Background: an optimization exercise with open tools, aiming at small area, a short achievable clock period and few clock cycles. Do not read the settings as production practice.
Where RTL was checked, it was by simulation tests only, not by an equivalence proof against the original.
No driver is modelled on the clock port, so clocking that relies on it looks cheaper here than on a real chip.
No activity file was given, so power comes from the tool's default toggle rates.

## epsilon
==> flow/design.v <==
module rx_framer (
    input  wire        clk,
    input  wire        rst,             
    input  wire        poll_valid,
    output reg         poll_ready,
    input  wire        poll_has_byte,   
    input  wire [7:0]  poll_byte,
    input  wire [31:0] poll_now,        
    output reg         resp_valid,
    output reg         resp_inact,      
    output reg         resp_frame_ok,   
    output reg         resp_crc_err,    
    output reg         fo_valid,
    output reg  [7:0]  fo_data
);
    localparam [7:0]  HEADER1     = 8'hAA;
    localparam [7:0]  HEADER2     = 8'h55;
    localparam [7:0]  TERMINATOR  = 8'h0D;
    localparam [7:0]  MAX_PAYLOAD = 8'd121;
    localparam [31:0] INACT_MS    = 32'd1500;
    localparam        NCH         = 121;    
    localparam [1:0]  MAXOUT      = 2'd2;   
    wire accept = poll_valid & poll_ready & ~rst;
    reg [31:0] t_last;
    always @(posedge clk)
        if (accept & poll_has_byte)
            t_last <= poll_now;
    wire [20:0] t_hi1  = t_last[31:11] + 21'd1;
    wire [11:0] t_up   = {1'b0, t_last[10:0]} + 12'd1500;
    wire [11:0] t_dn   = {1'b0, t_last[10:0]} - 12'd548;
    wire [1:0]  c_eq0  = {poll_now[31:22] == t_last[31:22], poll_now[21:11] == t_last[21:11]};
    wire [1:0]  c_eq1  = {poll_now[31:22] == t_hi1[20:11],  poll_now[21:11] == t_hi1[10:0]};
    wire        c_ge   = poll_now[10:0] >= t_last[10:0];
    wire        c_up   = t_up[11] || poll_now[10:0] <= t_up[10:0];
    wire        c_dn   = !t_dn[11] && poll_now[10:0] <= t_dn[10:0];
    reg       s0_v, s0_has;
    reg [1:0] s0_eq0, s0_eq1;
    reg       s0_ge, s0_up, s0_dn;
    reg [7:0] s0_b;
    reg       s0_h1, s0_h2, s0_ack, s0_len, s0_term;
    always @(posedge clk) begin
        s0_v    <= accept;
        s0_has  <= poll_has_byte;
        s0_eq0  <= c_eq0;
        s0_eq1  <= c_eq1;
        s0_ge   <= c_ge;
        s0_up   <= c_up;
        s0_dn   <= c_dn;
        s0_b    <= poll_byte;
        s0_h1   <= poll_byte == HEADER1;
        s0_h2   <= poll_byte == HEADER2;
        s0_ack  <= poll_byte[7:1] == 7'd0;
        s0_len  <= poll_byte <= MAX_PAYLOAD;
        s0_term <= poll_byte == TERMINATOR;
    end
    localparam [3:0] F_IDLE = 4'd0, F_SH1 = 4'd1, F_SH2 = 4'd2, F_SLEN = 4'd3,
                     F_PAY  = 4'd4, F_CLO = 4'd5, F_CHI = 4'd6, F_TERM = 4'd7,
                     F_DISC = 4'd8;
    reg [3:0] fst;
    reg [6:0] rem;           
    reg       ack;           
    reg [3:0] rm;            
    reg [2:0] pins;          
    wire [6:0] len = {rm, 3'd0} - {4'd0, pins} + 7'd1;    
    wire      near  = (&s0_eq0 & s0_ge & s0_up) | (&s0_eq1 & ~s0_ge & s0_dn);
    wire      inact = s0_v && (fst != F_IDLE) && !near;
    wire [3:0] fst0 = inact ? F_IDLE : fst;
    reg [3:0] fst_n;
    reg       wr_n, cload_n, cstep_n, clo_n, chi_n, done_n;
    always @(*) begin
        fst_n   = fst0;
        wr_n    = 1'b0;
        cload_n = 1'b0;
        cstep_n = 1'b0;
        clo_n   = 1'b0;
        chi_n   = 1'b0;
        done_n  = 1'b0;
        if (s0_has) begin
            case (fst0)
                F_IDLE: if (s0_h1) fst_n = F_SH1;
                F_SH1:
                    if (s0_h2)      fst_n = F_SH2;
                    else if (s0_h1) fst_n = F_SH1;
                    else            fst_n = F_IDLE;
                F_SH2:
                    if (s0_ack)     fst_n = F_SLEN;
                    else if (s0_h1) fst_n = F_SH1;
                F_SLEN:
                    if (s0_len) begin
                        fst_n = (s0_b[6:0] == 7'd0) ? F_CLO : F_PAY;
                        cload_n = 1'b1;
                    end else if (s0_h1) fst_n = F_SH1;
                    else fst_n = F_IDLE;
                F_PAY: begin
                    if (rem == 7'd1) fst_n = F_CLO;
                    cstep_n = 1'b1; wr_n = 1'b1;
                end
                F_CLO: begin fst_n = F_CHI; clo_n = 1'b1; end
                F_CHI: begin fst_n = F_TERM; chi_n = 1'b1; end
                F_TERM:
                    if (s0_term) begin fst_n = F_IDLE; done_n = 1'b1; end
                    else fst_n = F_DISC;
                default:  
                    if (s0_h1) fst_n = F_SH1;
            endcase
        end
    end
    wire [6:0] lm1 = s0_b[6:0] - 7'd1;
    wire rem_load = s0_v && s0_has && fst0 == F_SLEN;
    wire rem_dec  = s0_v && s0_has && fst0 == F_PAY;
    always @(posedge clk) begin
        if (rst) begin
            fst  <= F_IDLE;
        end else begin
            if (s0_v) begin
                fst <= fst_n;
                if (s0_has && fst0 == F_SH2) ack <= s0_b[0];
                if (s0_has && fst0 == F_SLEN) begin
                    rm   <= lm1[6:3] + {3'd0, lm1[2:0] != 3'd0};
                    pins <= 3'd0 - lm1[2:0];
                end
            end
        end
    end
    localparam [15:0] CRC_A0 = 16'hB06E, CRC_A1 = 16'h70AF;
    reg [15:0] crc;
    reg        crc_ok;
    reg [15:0] crc_step;
    integer k;
    always @(*) begin
        crc_step = (cload_n ? (ack ? CRC_A1 : CRC_A0) : crc) ^ {8'h00, s0_b};
        for (k = 0; k < 8; k = k + 1)
            crc_step = crc_step[0] ? ((crc_step >> 1) ^ 16'hA001) : (crc_step >> 1);
    end
    always @(posedge clk) begin
        if (s0_v & (cload_n | cstep_n))
            crc <= crc_step;
        if (s0_v & clo_n)
            crc_ok <= (s0_b == crc[7:0]);
        if (s0_v & chi_n)
            crc_ok <= crc_ok & (s0_b == crc[15:8]);
    end
    reg [6:0] ph;                      
    wire oshift = ph[3];               
    wire ch_en  = (s0_v & wr_n) | oshift;    
    reg [8*NCH-1:0] chain;
    integer i;
    always @(posedge clk)
        if (ch_en) begin
            chain[7:0] <= s0_b;
            for (i = 1; i < NCH; i = i + 1)
                chain[8*i +: 8] <= (i < 8 && i <= pins) ? s0_b : chain[8*(i-1) +: 8];
        end
    wire r_v     = s0_v;
    wire r_inact = inact;
    wire r_ok    = s0_v & done_n & crc_ok;
    wire r_err   = s0_v & done_n & ~crc_ok;
    reg       q_inact;
    reg       q_ne;
    reg       busy;
    reg [1:0] nout;                    
    wire src_v     = q_ne | r_v;
    wire src_inact = q_ne ? q_inact : r_inact;
    wire src_ok    = ~q_ne & r_ok;
    wire src_err   = ~q_ne & r_err;
    wire take  = ~busy & src_v;        
    wire pop   = take & q_ne;
    wire push  = r_v & (busy | q_ne);
    wire start = take & src_ok;
    wire [15:0] rsel = 16'd1 << rm;
    reg [7:0] ch_rd;
    integer g;
    always @(*) begin
        ch_rd = 8'h00;
        for (g = 0; g < 16; g = g + 1)
            ch_rd = ch_rd | (chain[64*g +: 8] & {8{rsel[g]}});
    end
    wire resp_n = busy ? ph[6] : (take & ~src_ok);
    reg [6:0] ph_n;
    always @(*) begin
        if (~busy)
            ph_n = start ? 7'b0000001 : 7'b0000000;
        else if (ph[3])
            ph_n = (rem == 7'd1) ? 7'b0010000 : 7'b0001000;
        else if (ph[2] && len == 7'd0)
            ph_n = 7'b0010000;
        else
            ph_n = {ph[5:0], 1'b0};
    end
    always @(posedge clk) begin
        if (start)
            rem <= len;
        else if (oshift)
            rem <= rem - 7'd1;
        else if (rem_load)
            rem <= s0_b[6:0];
        else if (rem_dec)
            rem <= rem - 7'd1;
    end
    always @(posedge clk) begin
        if (rst) begin
            q_ne       <= 1'b0;
            busy       <= 1'b0;
            ph         <= 7'd0;
            resp_valid <= 1'b0;
            fo_valid   <= 1'b0;
            nout       <= 2'd0;
            poll_ready <= 1'b1;
        end else begin
            if (push)
                q_inact <= r_inact;
            q_ne <= push | (q_ne & ~pop);
            resp_valid <= resp_n;
            fo_valid   <= busy | start;
            ph         <= ph_n;
            if (busy) begin
                if (ph[6]) busy <= 1'b0;
            end else if (start) begin
                busy       <= 1'b1;
            end
            nout       <= nout + {1'b0, s0_v} - {1'b0, resp_n};
            poll_ready <= ({1'b0, nout} + {2'b0, s0_v} - {2'b0, resp_n} + {2'b0, poll_ready})
                          < {1'b0, MAXOUT};
        end
    end
    always @(posedge clk) begin
        if (busy) begin
            resp_inact    <= 1'b0;
            resp_frame_ok <= 1'b1;
            resp_crc_err  <= 1'b0;
        end else begin
            resp_inact    <= src_inact;
            resp_frame_ok <= 1'b0;
            resp_crc_err  <= src_err;
        end
        case (1'b1)
            ~busy:  fo_data <= HEADER1;
            ph[0]:  fo_data <= HEADER2;
            ph[1]:  fo_data <= {7'd0, ack};
            ph[2]:  fo_data <= {1'b0, len};
            ph[3]:  fo_data <= ch_rd;
            ph[4]:  fo_data <= crc[7:0];
            ph[5]:  fo_data <= crc[15:8];
            default: fo_data <= TERMINATOR;
        endcase
    end
endmodule
clock: 10.0 ns
lec_check: 0
cap_margin: 20
core_margin: 2
core_utilization: 50
cts_cluster_diameter: 150
cts_cluster_size: 25
setup_slack_margin: 5
slew_margin: 20
standard.sh (not shown) runs the stock make flow with config.mk's settings and CLKGATE_MAP_FILE= SYNTH_SCRIPT=/design/flow/synth_recipe.tcl, a recipe that flattens the netlist after the stock synthesis.
==> flow/flow/run.sh <==
#!/bin/bash
# The standard layout (standard synthesis, floorplan, placement, CTS,
# routing) with three changes:
#  - timing repair is asked for a setup margin of MARGIN ns at the design's
#    own clock;
#  - the port buffers that placement inserts on every input and output are
#    buf_2 cells;
#  - before CTS, each register driving an output port's buffer is moved next
#    to that buffer (flow/move_outs.tcl, run as ORFS's PRE_CTS_TCL hook).
set -uo pipefail
MARGIN=${MARGIN:-7.0}
bash standard.sh SETUP_SLACK_MARGIN=$MARGIN \
    "BUFFER_PORTS_ARGS=-buffer_cell sky130_fd_sc_hd__buf_2" \
    "PRE_CTS_TCL=$PWD/flow/move_outs.tcl" \
    finish > standard_flow.log 2>&1
==> flow/flow/move_outs.tcl <==
# Sourced by ORFS's cts.tcl (PRE_CTS_TCL) right after it loads the placed
# design: each register that drives an output port's buffer is moved next to
# that buffer, and the placement is legalized again.
set block [ord::get_db_block]
set moved 0
foreach bt [$block getBTerms] {
  if {[$bt getIoType] != "OUTPUT"} { continue }
  set net [$bt getNet]
  if {$net == "NULL"} { continue }
  set drv ""
  foreach it [$net getITerms] { if {[$it isOutputSignal]} { set drv $it } }
  if {$drv == ""} { continue }
  set buf [$drv getInst]
  set in ""
  foreach it [$buf getITerms] { if {[$it isInputSignal]} { set in $it } }
  if {$in == ""} { continue }
  set n2 [$in getNet]
  set src ""
  foreach it [$n2 getITerms] { if {[$it isOutputSignal]} { set src $it } }
  if {$src == ""} { continue }
  set ff [$src getInst]
  if {![string match "*__df*" [[$ff getMaster] getName]]} { continue }
  set loc [$buf getLocation]
  $ff setLocation [lindex $loc 0] [lindex $loc 1]
  $ff setPlacementStatus PLACED
  incr moved
}
puts "move_outs: moved $moved output registers next to their port buffers"
detailed_placement
check_placement -verbose
Testbench counts of epsilon, summed over its fixed seeds: cycles 13,344.
Setup changes, epsilon to gamma
-- flow/design.v --
<<< epsilon, line 20
    localparam [31:0] INACT_MS    = 32'd1500;
    localparam        NCH         = 121;    
    localparam [1:0]  MAXOUT      = 2'd2;   
    wire accept = poll_valid & poll_ready & ~rst;
    reg [31:0] t_last;
>>> gamma, line 20
    localparam [31:0] INACT_MS    = 32'd1500;
    localparam        NCH         = 121;    
    localparam [1:0]  MAXOUT      = 2'd3;   
    wire accept = poll_valid & poll_ready & ~rst;
    reg [31:0] t_last;
<<< epsilon, line 63
    reg [2:0] pins;          
    wire [6:0] len = {rm, 3'd0} - {4'd0, pins} + 7'd1;    
    wire      near  = (&s0_eq0 & s0_ge & s0_up) | (&s0_eq1 & ~s0_ge & s0_dn);
    wire      inact = s0_v && (fst != F_IDLE) && !near;
>>> gamma, line 63
    reg [2:0] pins;          
    wire [6:0] len = {rm, 3'd0} - {4'd0, pins} + 7'd1;    
    reg       s1_v, s1_inact, s1_done;
    wire      near  = (&s0_eq0 & s0_ge & s0_up) | (&s0_eq1 & ~s0_ge & s0_dn);
    wire      inact = s0_v && (fst != F_IDLE) && !near;
<<< epsilon, line 112
        if (rst) begin
            fst  <= F_IDLE;
        end else begin
            if (s0_v) begin
                fst <= fst_n;
>>> gamma, line 113
        if (rst) begin
            fst  <= F_IDLE;
            s1_v <= 1'b0;
        end else begin
            s1_v <= s0_v;
            if (s0_v) begin
                fst <= fst_n;
<<< epsilon, line 122
            end
        end
    end
    localparam [15:0] CRC_A0 = 16'hB06E, CRC_A1 = 16'h70AF;
>>> gamma, line 125
            end
        end
        s1_inact <= inact;
        s1_done  <= s0_v & done_n;
    end
    localparam [15:0] CRC_A0 = 16'hB06E, CRC_A1 = 16'h70AF;
<<< epsilon, line 152
                chain[8*i +: 8] <= (i < 8 && i <= pins) ? s0_b : chain[8*(i-1) +: 8];
        end
    wire r_v     = s0_v;
    wire r_inact = inact;
    wire r_ok    = s0_v & done_n & crc_ok;
    wire r_err   = s0_v & done_n & ~crc_ok;
    reg       q_inact;
    reg       q_ne;
    reg       busy;
    reg [1:0] nout;                    
    wire src_v     = q_ne | r_v;
    wire src_inact = q_ne ? q_inact : r_inact;
    wire src_ok    = ~q_ne & r_ok;
    wire src_err   = ~q_ne & r_err;
>>> gamma, line 157
                chain[8*i +: 8] <= (i < 8 && i <= pins) ? s0_b : chain[8*(i-1) +: 8];
        end
    wire r_v     = s1_v;
    wire r_inact = s1_inact;
    wire r_ok    = s1_done & crc_ok;
    wire r_err   = s1_done & ~crc_ok;
    reg [1:0] q_inact;                 
    reg [1:0] q_n;
    reg       busy;
    reg [1:0] nout;                    
    wire q_ne = (q_n != 2'd0);
    wire src_v     = q_ne | r_v;
    wire src_inact = q_ne ? q_inact[0] : r_inact;
    wire src_ok    = ~q_ne & r_ok;
    wire src_err   = ~q_ne & r_err;
<<< epsilon, line 200
    always @(posedge clk) begin
        if (rst) begin
            q_ne       <= 1'b0;
            busy       <= 1'b0;
            ph         <= 7'd0;
>>> gamma, line 206
    always @(posedge clk) begin
        if (rst) begin
            q_n        <= 2'd0;
            busy       <= 1'b0;
            ph         <= 7'd0;
<<< epsilon, line 208
            poll_ready <= 1'b1;
        end else begin
            if (push)
                q_inact <= r_inact;
            q_ne <= push | (q_ne & ~pop);
            resp_valid <= resp_n;
            fo_valid   <= busy | start;
>>> gamma, line 214
            poll_ready <= 1'b1;
        end else begin
            if (pop) begin
                q_inact <= {1'b0, q_inact[1]};
            end
            if (push) begin
                if (q_n - {1'b0, pop} == 2'd0)
                    q_inact[0] <= r_inact;
                else
                    q_inact[1] <= r_inact;
            end
            q_n <= q_n + {1'b0, push} - {1'b0, pop};
            resp_valid <= resp_n;
            fo_valid   <= busy | start;
### Flow results
From epsilon to gamma the numbers moved as follows: met3 routing resource usage after global routing flat; gate count of the mapped netlist up about 2.7%; sequential-to-total area share from yosys stat down 0.46 points.
epsilon has a lower count of clock-buffer cells in the layout than gamma.
The run showing the greater routed wire length is gamma.
gamma vs. epsilon: clock skew went down by 0.021 ns.
gamma reports a higher half-perimeter wire length after placement than epsilon does.
Diff epsilon -> gamma: sequential group share of total power -0.7 points, clock sink total +5.
When the final numbers for gamma and epsilon were put side by side, the utilization turned out to be greater in epsilon.
Testbench counts of gamma, summed over its fixed seeds: cycles 13,352.


## v6
rx_framer, a different RTL version from the one above (not shown whole).
Size in the first run: roughly 1100 flip-flops, about 39000 sq um of cells after synthesis.
clock: 10.0 ns
lec_check: 0
cap_margin: 20
core_margin: 2
core_utilization: 50
setup_slack_margin: 5
slew_margin: 20
==> flow/flow/run.sh <==
#!/bin/bash
# The standard layout (standard synthesis, floorplan, placement, CTS,
# routing), with timing repair aiming below the clock period: repair_timing
# is asked for a setup margin of MARGIN ns at the design's own clock.
set -uo pipefail
MARGIN=${MARGIN:-6.7}
bash standard.sh SETUP_SLACK_MARGIN=$MARGIN finish > standard_flow.log 2>&1
Modified inputs, v7 compared to v6
--- a/flow/design.v
+++ b/flow/design.v
@@ -130,25 +130,18 @@
         if (s1_clo)
             crc_ok <= (s1_b == crc[7:0]);
         if (s1_chi)
             crc_ok <= crc_ok & (s1_b == crc[15:8]);
     end
     reg [6:0] ph;                      
     wire oshift = ph[3];               
-    wire [6:0] lm1  = len - 7'd1;
-    wire [3:0] rm   = lm1[6:3] + {3'd0, lm1[2:0] != 3'd0};
-    wire [2:0] pins = 3'd0 - lm1[2:0];
     reg [8*NCH-1:0] chain;
-    integer i;
     always @(posedge clk)
-        if (s1_wr | oshift) begin
-            chain[7:0] <= s1_b;
-            for (i = 1; i < NCH; i = i + 1)
-                chain[8*i +: 8] <= (i < 8 && i <= pins) ? s1_b : chain[8*(i-1) +: 8];
-        end
+        if (s1_wr | oshift)
+            chain <= {chain[8*NCH-9:0], s1_b};
     wire r_v     = s1_v;
     wire r_inact = s1_inact;
     wire r_ok    = s1_done & crc_ok;
     wire r_err   = s1_done & ~crc_ok;
     reg [1:0] q_inact, q_ok, q_err;    
     reg [1:0] q_n;
     reg       busy;
@@ -159,21 +152,31 @@
     wire src_inact = q_ne ? q_inact[0] : r_inact;
     wire src_ok    = q_ne ? q_ok[0]    : r_ok;
     wire src_err   = q_ne ? q_err[0]   : r_err;
     wire take  = ~busy & src_v;        
     wire pop   = take & q_ne;
     wire push  = r_v & (busy | q_ne);
     wire start = take & src_ok;
-    wire [15:0] rsel = 16'd1 << rm;
+    wire [6:0]  lm1     = len - 7'd1;
+    wire [7:0]  rsel_lo = 8'd1 << lm1[2:0];
+    wire [15:0] rsel_hi = 16'd1 << lm1[6:3];
+    reg [8*16-1:0] ch_grp;
     reg [7:0] ch_rd;
-    integer g;
+    integer j, g;
     always @(*) begin
+        for (g = 0; g < 16; g = g + 1) begin
+            ch_grp[8*g +: 8] = 8'h00;
+            for (j = 0; j < 8; j = j + 1)
+                if (8*g + j < NCH)
+                    ch_grp[8*g +: 8] = ch_grp[8*g +: 8] |
+                                       (chain[8*(8*g+j) +: 8] & {8{rsel_lo[j]}});
+        end
         ch_rd = 8'h00;
         for (g = 0; g < 16; g = g + 1)
-            ch_rd = ch_rd | (chain[64*g +: 8] & {8{rsel[g]}});
+            ch_rd = ch_rd | (ch_grp[8*g +: 8] & {8{rsel_hi[g]}});
     end
     wire resp_n = busy ? ph[6] : (take & ~src_ok);
     always @(posedge clk) begin
         if (start)
             rem <= len;
         else if (oshift)
             rem <= rem - 7'd1;
Findings:
v7 ends up with a total number of placement rows that is 5 higher than in v6. Relative to v6, post-synthesis cell count has increased by 26% in v7. Compared v7 vs v6, and wire length of the first global-routing pass is up in v7. A beginning of the critical path of poll_now[19] is what v7 shows, while poll_now[7] belongs to v6. Summary of v7 over v6: number of buffers created by CTS up 2; detailed-placement wirelength estimate up about 35%. v7 finished all stages; the layout is clean.
No functional check of the RTL was part of any run of this note.

-- static timing again, ports no longer ideal --
The flow's constraints put no driver on any port. The routed layouts listed below were extracted and timed again, unchanged, in two steps.
Step 1, drivers: a clkbuf_16 drives clk and a buf_2 each remaining input, both assumed.
Step 2, shift: input delay + t, output delay - t, t = (earliest + latest rising clock arrival at the registers) / 2. This alone moves slack from input paths to output paths.
Slacks: no drivers / after step 1 / after step 2; pairs: no drivers / after step 1.
run | t, ns | setup slack, ns | worst hold slack (ns) | worst data-port slew with drivers (ns)
epsilon | 0.681 | 6.923 / 6.861 / 6.506 | 0.406 / 0.406 / 0.406 | 0.05
gamma | 0.680 | 6.930 / 6.865 / 6.492 | 0.413 / 0.413 / 0.413 | 0.05
v6 | 0.730 | 5.951 / 5.996 / 5.266 | 0.327 / 0.327 / 0.327 | 0.05
v7 | 0.746 | 5.638 / 5.685 / 4.939 | 0.349 / 0.349 / 0.349 | 0.06
After both steps every run listed still meets setup and hold. For v7, which loses most, drivers alone change the setup slack by +0.047 ns; drivers and shift together by -0.699 ns.
